This is an optimization exercise on Yosys and OpenROAD, whose aim is small area, a short achievable clock period and few clock cycles, not a production implementation. Where RTL was checked, it was by simulation tests only, not by an equivalence proof against the original.

==> inputs of sierra <==
==> flow/design.v <==
module idealvm_alu (
    input  wire        clk,
    input  wire        rst,         
    input  wire        start,
    input  wire [3:0]  op,          
    input  wire [63:0] a,           
    input  wire [63:0] b,           
    input  wire [15:0] imm,         
    input  wire [3:0]  flags_in,    
    output wire        ready,
    output wire        done,
    output reg  [63:0] result,      
    output reg  [63:0] rem,         
    output reg         rem_we,
    output reg  [3:0]  flags_out,
    output reg         fault
);
    localparam OP_AND  = 4'd0;
    localparam OP_OR   = 4'd1;
    localparam OP_XOR  = 4'd2;
    localparam OP_SHL  = 4'd3;
    localparam OP_SHR  = 4'd4;
    localparam OP_ADD  = 4'd5;
    localparam OP_SUB  = 4'd6;
    localparam OP_MUL  = 4'd7;
    localparam OP_SMUL = 4'd8;
    localparam OP_DIV  = 4'd9;
    localparam OP_SDIV = 4'd10;
    localparam OP_SSHR = 4'd11;
    reg  [63:0] a0;
    reg  [63:0] b0;
    reg  [15:0] i0;
    reg  [3:0]  op0;
    reg  [1:0]  cv0;
    reg         v0;
    reg         sEX;    
    reg         sMS;    
    reg         sMF;    
    reg         sAL;    
    reg         sDS;    
    reg         sFX;    
    reg         rdy;
    reg         dn;
    reg  [4:0]  cnt;
    reg         mneg;         
    reg         negq, negr;
    assign ready = rdy;
    assign done  = dn;
    wire accept = start && rdy;
    wire ex      = sEX && v0;
    wire o_mul   = (op0 == OP_MUL) || (op0 == OP_SMUL);
    wire o_div   = (op0 == OP_DIV) || (op0 == OP_SDIV);
    wire o_sdiv  = (op0 == OP_SDIV);
    wire o_add   = (op0 == OP_ADD);
    wire o_sub   = (op0 == OP_SUB);
    wire ex_mul  = ex && o_mul;
    wire ex_div  = ex && o_div;
    wire in_muldiv = (op == OP_MUL) || (op == OP_SMUL) || (op == OP_DIV) || (op == OP_SDIV);
    wire [63:0] i0s = {{48{i0[15]}}, i0};
    wire [64:0] o2f = {1'b0, b0} + {1'b0, i0s};
    wire [63:0] o2  = o2f[63:0];
    wire        ov  = o2f[64];
    wire gate_a  = sFX || (sEX && o_div);
    wire do_sub  = sFX || (sEX && (o_div || o_sub));
    wire [63:0] ax  = gate_a ? 64'd0 : a0;
    wire [63:0] bx  = b0  ^ {64{do_sub}};
    wire [63:0] ix  = i0s ^ {64{do_sub}};
    wire [63:0] cs_s = ax ^ bx ^ ix;
    wire [63:0] cs_c = (ax & bx) | (ax & ix) | (bx & ix);
    wire [64:0] cs_k = {cs_c, do_sub};
    wire [65:0] as_full = {2'b0, cs_s} + {1'b0, cs_k} + {65'd0, do_sub};
    wire [63:0] as  = as_full[63:0];
    wire [63:0] zh = cs_s ^ cs_k[63:0];
    wire [63:0] zk = {(cs_s[62:0] | cs_k[62:0]), do_sub};
    wire as_z = (zh == zk);
    wire add_c = ov ? as_full[65] : (as_full[65] | as_full[64]);
    wire sub_c = ov ? ~as_full[64] : ~as_full[65];
    wire        sh_l    = sAL || (op0 == OP_SHL);
    wire        sh_fill = (op0 == OP_SSHR) && a0[63] && !sAL;
    wire [5:0]  al_j;
    wire [5:0]  sh_amt  = sAL ? al_j : o2[5:0];
    function [63:0] rev64(input [63:0] x);
        integer k;
        begin
            for (k = 0; k < 64; k = k + 1) rev64[k] = x[63-k];
        end
    endfunction
    wire [63:0] sh_in = sh_l ? rev64(a0) : a0;
    wire [63:0] sh_s0 = sh_amt[0] ? {{ 1{sh_fill}}, sh_in[63: 1]} : sh_in;
    wire [63:0] sh_s1 = sh_amt[1] ? {{ 2{sh_fill}}, sh_s0[63: 2]} : sh_s0;
    wire [63:0] sh_s2 = sh_amt[2] ? {{ 4{sh_fill}}, sh_s1[63: 4]} : sh_s1;
    wire [63:0] sh_s3 = sh_amt[3] ? {{ 8{sh_fill}}, sh_s2[63: 8]} : sh_s2;
    wire [63:0] sh_s4 = sh_amt[4] ? {{16{sh_fill}}, sh_s3[63:16]} : sh_s3;
    wire [63:0] sh_s5 = sh_amt[5] ? {{32{sh_fill}}, sh_s4[63:32]} : sh_s4;
    wire [63:0] sh_out = sh_l ? rev64(sh_s5) : sh_s5;
    wire fa8  = (&a0[63:7])  | ~(|a0[63:7]);
    wire fa16 = (&a0[63:15]) | ~(|a0[63:15]);
    wire fa32 = (&a0[63:31]) | ~(|a0[63:31]);
    wire fb8  = (&b0[63:7])  | ~(|b0[63:7]);
    wire fb16 = (&b0[63:15]) | ~(|b0[63:15]);
    wire fb32 = (&b0[63:31]) | ~(|b0[63:31]);
    wire mswap = (fa8 & ~fb8) | (fa16 & ~fb16) | (fa32 & ~fb32);
    wire s1_as = sMF || sFX || (sEX && (o_add || o_sub || (o_sdiv && o2[63])));
    reg  [63:0] s1o;      
    always @(*) begin
        if (sAL)
            s1o = sh_out;
        else begin
            case (op0)
                OP_AND:  s1o = a0 & o2;
                OP_OR:   s1o = a0 | o2;
                OP_XOR:  s1o = a0 ^ o2;
                OP_SHL, OP_SHR, OP_SSHR: s1o = sh_out;
                OP_MUL, OP_SMUL: s1o = mswap ? a0 : o2;
                default: s1o = o2;
            endcase
        end
    end
    wire [63:0] s1   = s1_as ? as : s1o;
    wire        s1_z = s1_as ? as_z : (s1o == 64'd0);
    wire add_v = (a0[63] == o2[63]) && (as[63] != a0[63]);
    wire sub_v = (a0[63] != o2[63]) && (as[63] != a0[63]);
    wire new_c = cv0[0] | (o_add & add_c) | (o_sub & sub_c);
    wire new_v = cv0[1] | (o_add & add_v) | (o_sub & sub_v);
    function [127:0] csa(input [63:0] x, input [63:0] y, input [63:0] z);
        reg [63:0] s, c;
        begin
            s = x ^ y ^ z;
            c = (x & y) | (x & z) | (y & z);
            csa = {c[62:0], 1'b0, s};
        end
    endfunction
    wire [63:0] mA = rem;
    wire [63:0] r0 = mneg ? ~mA : (result[0] ? mA : 64'd0);
    wire [63:0] r1 = (!mneg && result[1]) ? {mA[62:0], 1'b0} : 64'd0;
    wire [63:0] r2 = (!mneg && result[2]) ? {mA[61:0], 2'b0} : 64'd0;
    wire [63:0] r3 = (!mneg && result[3]) ? {mA[60:0], 3'b0} : 64'd0;
    wire [127:0] c1 = csa(a0, b0, r0);
    wire [127:0] c2 = csa(r1, r2, r3);
    wire [127:0] c3 = csa(c1[63:0], c1[127:64], c2[63:0]);
    wire [127:0] c4 = csa(c3[63:0], c3[127:64], c2[127:64]);
    wire [63:0] m_s = c4[63:0];
    wire [63:0] m_c = {c4[127:65], mneg};
    wire [59:0] m_rest = result[63:4];
    wire m_rest0 = ~(|m_rest);
    wire m_rest1 = &m_rest;
    wire [63:0] dR = sEX ? 64'd0 : rem;
    wire [65:0] dX1 = {2'b0, a0};
    wire [65:0] dX2 = {1'b0, a0, 1'b0};
    wire [65:0] dT1 = {2'b0, dR} - dX1;
    wire [65:0] dT2 = {2'b0, dR} - dX2;
    wire [66:0] p3  = {3'b0, dR};
    wire [66:0] q3  = ~{3'b0, a0};
    wire [66:0] r3x = ~{2'b0, a0, 1'b0};
    wire [66:0] s3  = p3 ^ q3 ^ r3x;
    wire [66:0] k3  = {((p3[65:0] & q3[65:0]) | (p3[65:0] & r3x[65:0]) | (q3[65:0] & r3x[65:0])), 1'b1};
    wire [66:0] dT3 = s3 - ~k3;
    wire ge1 = ~dT1[65];
    wire ge2 = ~dT2[65];
    wire ge3 = ~dT3[66];
    wire [1:0] qd = ge3 ? 2'd3 : ge2 ? 2'd2 : ge1 ? 2'd1 : 2'd0;
    reg  [63:0] dRn;
    always @(*) begin
        case (qd)
            2'd3: dRn = dT3[63:0];
            2'd2: dRn = dT2[63:0];
            2'd1: dRn = dT1[63:0];
            default: dRn = rem;
        endcase
    end
    wire [63:0] dQn = {result[61:0], qd};
    wire dQn_z = ~(|dQn);
    wire [6:0] lz_x, lz_r;
    lzc64 u_lzx (.x(a0),  .n(lz_x));
    lzc64 u_lzr (.x(rem), .n(lz_r));
    wire [7:0] al_s = {1'b0, lz_x} - {1'b0, lz_r};
    wire al_early = al_s[7];
    assign al_j = {al_s[5:1], 1'b0};
    wire fault_now = ex_div && (o2 == 64'd0);
    wire fix_need  = negr || negq;
    wire ds_last   = (cnt == 5'd0);
    wire nEX = (sEX && !ex_mul && !(ex_div && !fault_now)) || sMF ||
               (sAL && al_early && !negr) || (sDS && ds_last && !fix_need) || sFX;
    wire nMS = ex_mul || (sMS && !mneg && !m_rest0);
    wire nMF = sMS && (mneg || m_rest0);
    wire nAL = ex_div && !fault_now;
    wire nDS = (sAL && !al_early) || (sDS && !ds_last);
    wire nFX = (sAL && al_early && negr) || (sDS && ds_last && fix_need);
    wire rdy_n = (nEX && !(accept && in_muldiv)) || nMF || nFX ||
                 (nDS && !fix_need && (sAL ? (al_s[5:1] == 5'd0) : (cnt == 5'd1)));
    wire dn_n = (ex && !o_mul && !(o_div && !fault_now)) || sMF ||
                (sAL && al_early && !negr) || (sDS && ds_last && !fix_need) || sFX;
    always @(posedge clk) begin
        if (rst) begin
            sEX <= 1'b1;
            sMS <= 1'b0;
            sMF <= 1'b0;
            sAL <= 1'b0;
            sDS <= 1'b0;
            sFX <= 1'b0;
            rdy <= 1'b1;
            dn  <= 1'b0;
            v0  <= 1'b0;
        end else begin
            sEX <= nEX;
            sMS <= nMS;
            sMF <= nMF;
            sAL <= nAL;
            sDS <= nDS;
            sFX <= nFX;
            rdy <= rdy_n;
            dn  <= dn_n;
            v0  <= accept;
        end
    end
    always @(posedge clk) begin
        if (rdy) begin
            a0  <= a;
            b0  <= b;
            i0  <= imm;
            op0 <= op;
            cv0 <= flags_in[1:0];
        end else begin
            if (ex_mul) begin
                a0 <= 64'd0;
                b0 <= 64'd0;
                i0 <= 16'd0;
            end else if (ex_div) begin
                a0 <= s1;               
                i0 <= 16'd0;
            end
            if (sMS) begin
                a0 <= m_s;
                b0 <= m_c;
            end
            if (sAL) a0 <= al_early ? 64'd1 : s1;
            if (sDS) begin
                a0 <= ds_last ? 64'd1 : {2'b0, a0[63:2]};
                b0 <= dQn;
            end
        end
    end
    always @(posedge clk) begin
        if (ex) begin
            result <= s1;
            if (o_mul) begin
                rem    <= mswap ? o2 : a0;
                mneg   <= 1'b0;
                fault  <= 1'b0;
                rem_we <= 1'b0;
            end else if (o_div) begin
                rem    <= (o_sdiv && a0[63]) ? dT1[63:0] : a0;
                negr   <= o_sdiv && a0[63];
                negq   <= o_sdiv && (a0[63] ^ o2[63]);
                fault  <= fault_now;
                rem_we <= !fault_now;
            end else begin
                flags_out <= {s1[63], s1_z, new_v, new_c};
                fault  <= 1'b0;
                rem_we <= 1'b0;
            end
        end
        if (sMS) begin
            result <= {{4{result[63]}}, result[63:4]};
            rem    <= {rem[59:0], 4'd0};
            mneg   <= !mneg && m_rest1;
        end
        if (sMF) begin
            result    <= s1;
            flags_out <= {s1[63], s1_z, cv0};
        end
        if (sAL) begin
            result <= 64'd0;
            cnt    <= al_s[5:1];
            if (al_early) begin
                negq      <= 1'b0;
                flags_out <= {1'b0, 1'b1, cv0};
            end
        end
        if (sDS) begin
            result <= dQn;
            rem    <= dRn;
            cnt    <= cnt - 5'd1;
            if (ds_last)
                flags_out <= {negq ? !dQn_z : dQn[63], dQn_z, cv0};
        end
        if (sFX) begin
            if (negq) result <= s1;
            if (negr) rem    <= ~dT1[63:0];
        end
    end
endmodule
module lzc64 (
    input  wire [63:0] x,
    output wire [6:0]  n
);
    wire [31:0] v1;
    wire [31:0] c1;
    genvar g;
    generate
        for (g = 0; g < 32; g = g + 1) begin : l1
            assign v1[g] = x[2*g+1] | x[2*g];
            assign c1[g] = ~x[2*g+1];
        end
    endgenerate
    wire [15:0] v2;
    wire [31:0] c2;
    generate
        for (g = 0; g < 16; g = g + 1) begin : l2
            assign v2[g] = v1[2*g+1] | v1[2*g];
            assign c2[2*g+1:2*g] = v1[2*g+1] ? {1'b0, c1[2*g+1]} : {1'b1, c1[2*g]};
        end
    endgenerate
    wire [7:0] v3;
    wire [23:0] c3;
    generate
        for (g = 0; g < 8; g = g + 1) begin : l3
            assign v3[g] = v2[2*g+1] | v2[2*g];
            assign c3[3*g+2:3*g] = v2[2*g+1] ? {1'b0, c2[4*g+3:4*g+2]} : {1'b1, c2[4*g+1:4*g]};
        end
    endgenerate
    wire [3:0] v4;
    wire [15:0] c4;
    generate
        for (g = 0; g < 4; g = g + 1) begin : l4
            assign v4[g] = v3[2*g+1] | v3[2*g];
            assign c4[4*g+3:4*g] = v3[2*g+1] ? {1'b0, c3[6*g+5:6*g+3]} : {1'b1, c3[6*g+2:6*g]};
        end
    endgenerate
    wire [1:0] v5;
    wire [9:0] c5;
    generate
        for (g = 0; g < 2; g = g + 1) begin : l5
            assign v5[g] = v4[2*g+1] | v4[2*g];
            assign c5[5*g+4:5*g] = v4[2*g+1] ? {1'b0, c4[8*g+7:8*g+4]} : {1'b1, c4[8*g+3:8*g]};
        end
    endgenerate
    wire v6 = v5[1] | v5[0];
    wire [5:0] c6 = v5[1] ? {1'b0, c5[9:5]} : {1'b1, c5[4:0]};
    assign n = v6 ? {1'b0, c6} : 7'd64;
endmodule
==> flow/run.sh <==
#!/bin/bash
# synth_recipe.tcl (not shown) runs the flow's synth.tcl, then flattens the netlist and writes it again
# the make line also repeats each setting of config.mk as NAME=value (left out here)
make -C /OpenROAD-flow-scripts/flow DESIGN_CONFIG=/design/flow/config.mk WORK_HOME=/design/flow/orfs CLKGATE_MAP_FILE= SYNTH_SCRIPT=/design/flow/synth_recipe.tcl finish
==> flow/config.mk <==
export PLATFORM = sky130hd
export DESIGN_NAME = idealvm_alu
export DESIGN_NICKNAME = idealvm_alu
export VERILOG_FILES = /design/flow/design.v
export SDC_FILE = /design/flow/constraint.sdc
export NUM_CORES = 4
export LEC_CHECK = 0
export CAP_MARGIN = 20
export CORE_MARGIN = 2
export CORE_UTILIZATION = 60
export PLACE_DENSITY = 0.72
export SETUP_SLACK_MARGIN = 5
export SLEW_MARGIN = 20
==> flow/constraint.sdc <==
create_clock -name core_clock -period 10.5 [get_ports {clk}]
set_input_delay 2.1000 -clock core_clock [delete_from_list [all_inputs] [get_ports {clk}]]
set_output_delay 2.1000 -clock core_clock [all_outputs]
set_load 0.01 [all_outputs]
==> zinc: changes against sierra <==
--- a/flow/design.v
+++ b/flow/design.v
@@ -31,4 +31,2 @@
     reg  [63:0] b0;
-    reg  [15:0] i0;
-    reg  [3:0]  op0;
     reg  [1:0]  cv0;
@@ -46,2 +44,8 @@
     reg         negq, negr;
+    reg         k_and, k_or, k_xor, k_shl, k_shr, k_sra, k_add, k_sub;
+    reg         k_mul, k_div, k_sdiv;
+    reg         r_sub, r_gate, r_shl;
+    reg  [6:0]  lz_r;         
+    reg  [6:0]  lz_d;         
+    reg         lz_dc;
     assign ready = rdy;
@@ -50,7 +54,7 @@
     wire ex      = sEX && v0;
-    wire o_mul   = (op0 == OP_MUL) || (op0 == OP_SMUL);
-    wire o_div   = (op0 == OP_DIV) || (op0 == OP_SDIV);
-    wire o_sdiv  = (op0 == OP_SDIV);
-    wire o_add   = (op0 == OP_ADD);
-    wire o_sub   = (op0 == OP_SUB);
+    wire o_mul   = k_mul;
+    wire o_div   = k_div;
+    wire o_sdiv  = k_sdiv;
+    wire o_add   = k_add;
+    wire o_sub   = k_sub;
     wire ex_mul  = ex && o_mul;
@@ -58,23 +62,15 @@
     wire in_muldiv = (op == OP_MUL) || (op == OP_SMUL) || (op == OP_DIV) || (op == OP_SDIV);
-    wire [63:0] i0s = {{48{i0[15]}}, i0};
-    wire [64:0] o2f = {1'b0, b0} + {1'b0, i0s};
-    wire [63:0] o2  = o2f[63:0];
-    wire        ov  = o2f[64];
-    wire gate_a  = sFX || (sEX && o_div);
-    wire do_sub  = sFX || (sEX && (o_div || o_sub));
+    wire [63:0] o2  = b0;
+    wire gate_a  = r_gate;
+    wire do_sub  = r_sub;
     wire [63:0] ax  = gate_a ? 64'd0 : a0;
-    wire [63:0] bx  = b0  ^ {64{do_sub}};
-    wire [63:0] ix  = i0s ^ {64{do_sub}};
-    wire [63:0] cs_s = ax ^ bx ^ ix;
-    wire [63:0] cs_c = (ax & bx) | (ax & ix) | (bx & ix);
-    wire [64:0] cs_k = {cs_c, do_sub};
-    wire [65:0] as_full = {2'b0, cs_s} + {1'b0, cs_k} + {65'd0, do_sub};
-    wire [63:0] as  = as_full[63:0];
-    wire [63:0] zh = cs_s ^ cs_k[63:0];
-    wire [63:0] zk = {(cs_s[62:0] | cs_k[62:0]), do_sub};
-    wire as_z = (zh == zk);
-    wire add_c = ov ? as_full[65] : (as_full[65] | as_full[64]);
-    wire sub_c = ov ? ~as_full[64] : ~as_full[65];
-    wire        sh_l    = sAL || (op0 == OP_SHL);
-    wire        sh_fill = (op0 == OP_SSHR) && a0[63] && !sAL;
+    wire [63:0] bx  = b0 ^ {64{do_sub}};
+    wire [65:0] as_w = {1'b0, ax, 1'b1} + {1'b0, bx, do_sub};
+    wire [63:0] as  = as_w[64:1];
+    wire        as_co = as_w[65];
+    wire as_z = ((ax ^ bx) == {(ax[62:0] | bx[62:0]), do_sub});
+    wire add_c = as_co;
+    wire sub_c = ~as_co;
+    wire        sh_l    = r_shl;
+    wire        sh_fill = k_sra && a0[63] && !sAL;
     wire [5:0]  al_j;
@@ -103,17 +99,9 @@
     wire s1_as = sMF || sFX || (sEX && (o_add || o_sub || (o_sdiv && o2[63])));
-    reg  [63:0] s1o;      
-    always @(*) begin
-        if (sAL)
-            s1o = sh_out;
-        else begin
-            case (op0)
-                OP_AND:  s1o = a0 & o2;
-                OP_OR:   s1o = a0 | o2;
-                OP_XOR:  s1o = a0 ^ o2;
-                OP_SHL, OP_SHR, OP_SSHR: s1o = sh_out;
-                OP_MUL, OP_SMUL: s1o = mswap ? a0 : o2;
-                default: s1o = o2;
-            endcase
-        end
-    end
+    wire k_shift = k_shl | k_shr | k_sra | sAL;
+    wire [63:0] s1o = ({64{k_and}} & (a0 & o2)) |
+                      ({64{k_or}}  & (a0 | o2)) |
+                      ({64{k_xor}} & (a0 ^ o2)) |
+                      ({64{k_shift}} & sh_out) |
+                      ({64{k_mul && mswap}} & a0) |
+                      ({64{(k_mul && !mswap) || (k_div && !sAL)}} & o2);
     wire [63:0] s1   = s1_as ? as : s1o;
@@ -172,9 +160,15 @@
     wire dQn_z = ~(|dQn);
-    wire [6:0] lz_x, lz_r;
-    lzc64 u_lzx (.x(a0),  .n(lz_x));
-    lzc64 u_lzr (.x(rem), .n(lz_r));
-    wire [7:0] al_s = {1'b0, lz_x} - {1'b0, lz_r};
+    wire [6:0] lz_a, lz_b;
+    wire        n_neg = k_sdiv && a0[63];
+    wire        d_neg = k_sdiv && o2[63];
+    wire [63:0] xa = a0 ^ {64{n_neg}};
+    wire [63:0] xd = o2 ^ {64{d_neg}};
+    lzc64 u_lza (.x(xa), .n(lz_a));
+    lzc64 u_lzb (.x(xd), .n(lz_b));
+    wire mask_a = &(~xa[63:1] | xa[62:0]);
+    wire mask_d = &(~xd[63:1] | xd[62:0]);
+    wire [7:0] al_s = {1'b0, lz_d} - {7'd0, lz_dc} - {1'b0, lz_r};
     wire al_early = al_s[7];
     assign al_j = {al_s[5:1], 1'b0};
-    wire fault_now = ex_div && (o2 == 64'd0);
+    wire fault_now = ex_div && (b0 == 64'd0);
     wire fix_need  = negr || negq;
@@ -188,3 +182,5 @@
     wire nFX = (sAL && al_early && negr) || (sDS && ds_last && fix_need);
-    wire rdy_n = (nEX && !(accept && in_muldiv)) || nMF || nFX ||
+    wire [6:0] lz_n = lz_a - {6'd0, n_neg && mask_a};
+    wire fast_early = (lz_n > lz_b) && !n_neg;
+    wire rdy_n = (nEX && !(accept && in_muldiv)) || nMF || nFX || (nAL && fast_early) ||
                  (nDS && !fix_need && (sAL ? (al_s[5:1] == 5'd0) : (cnt == 5'd1)));
@@ -215,2 +211,30 @@
     end
+    wire in_div = (op == OP_DIV) || (op == OP_SDIV);
+    always @(posedge clk) begin
+        if (rdy) begin
+            k_and  <= (op == OP_AND);
+            k_or   <= (op == OP_OR);
+            k_xor  <= (op == OP_XOR);
+            k_shl  <= (op == OP_SHL);
+            k_shr  <= (op == OP_SHR);
+            k_sra  <= (op == OP_SSHR);
+            k_add  <= (op == OP_ADD);
+            k_sub  <= (op == OP_SUB);
+            k_mul  <= (op == OP_MUL) || (op == OP_SMUL);
+            k_div  <= in_div;
+            k_sdiv <= (op == OP_SDIV);
+            r_sub  <= (op == OP_SUB) || in_div;
+            r_gate <= in_div;
+            r_shl  <= (op == OP_SHL);
+        end else begin
+            r_sub  <= nFX;
+            r_gate <= nFX;
+            r_shl  <= nAL;
+        end
+        if (ex_div) begin
+            lz_r  <= lz_n;
+            lz_d  <= lz_b;
+            lz_dc <= d_neg && mask_d;
+        end
+    end
     always @(posedge clk) begin
@@ -218,5 +242,3 @@
             a0  <= a;
-            b0  <= b;
-            i0  <= imm;
-            op0 <= op;
+            b0  <= b + {{48{imm[15]}}, imm};
             cv0 <= flags_in[1:0];
@@ -226,6 +248,4 @@
                 b0 <= 64'd0;
-                i0 <= 16'd0;
             end else if (ex_div) begin
                 a0 <= s1;               
-                i0 <= 16'd0;
             end
Settings changed: CORE_UTILIZATION 60 to 40, PLACE_DENSITY 0.72 to 0.6.
==> metrics.md <==
| Metric | Value |
|---|---|
| Largest net degree at the start of global routing | `110` |
| Die height | `402 µm` |
| Post-synthesis sequential area ratio | `12.4%` |
| GPL Wtd Cong | `1.11` |
| Mux cell area share after synthesis | `5.62%` |
| Synth top area cells | `ha_1 (11%), fa_1 (9.9%), edfxtp_1 (7.8%)` |
| Syn Nets | `9,399` |
| Status | `finished clean` |
| Post-synthesis simple-gate area fraction | `18.4%` |
| Post-DP HPWL | `336 mm` |
| Total congestion overflow | `0` |
| Synth cell types | `95` |
-- figures above: zinc

==> metrics.md <==
| Metric | Value |
|---|---|
| Synth cell types | `96` |
| Dpl ws | `1.85 ns` |
| Halt Stage | `5_1_grt` |
| Status | `did not finish` |
| XOR/XNOR Fraction of Synth Area | `5.96%` |
| Post-synthesis sequential area ratio | `12.1%` |
| Total congestion overflow | `10` |
| GPL Wtd Cong | `1.17` |
| Largest net degree at the start of global routing | `139` |
| Post-synthesis simple-gate area fraction | `16.8%` |
| First error message | `[ERROR GRT-0232] Routing congestion too high. Check the congestion heatmap in the GUI.` |
| Clk sink count | `301` |
| Die height | `329 µm` |
-- figures above: sierra

Testbench counts of zinc, summed over its fixed seeds: cycles 36,668.
No functional check of the RTL was part of sierra.

## re-timing with driven ports
How much do the figures lean on ideal ports? The routed layout below was timed once more, with nothing changed but the port constraints. Step 1 (the two cells are an assumption about what drives the block):
set clk [get_ports {clk}]
set_driving_cell -lib_cell sky130_fd_sc_hd__clkbuf_16 $clk
set_driving_cell -lib_cell sky130_fd_sc_hd__buf_2 [delete_from_list [all_inputs] $clk]
Step 2 times the ports against the registers' clock, not the clock port: input delays grow and output delays shrink by t, the midpoint of the rising clock arrivals with the driver on. Three values: no drivers, after step 1, after step 2; two values: the first two.
run: zinc
shift t [ns]: 0.757
setup WS [ns]: 4.728 / 4.728 / 4.366
worst setup path after step 2: input to register
After both steps zinc still meets setup and hold. For zinc, drivers alone change the setup slack by 0.000 ns; drivers and shift together by -0.362 ns.
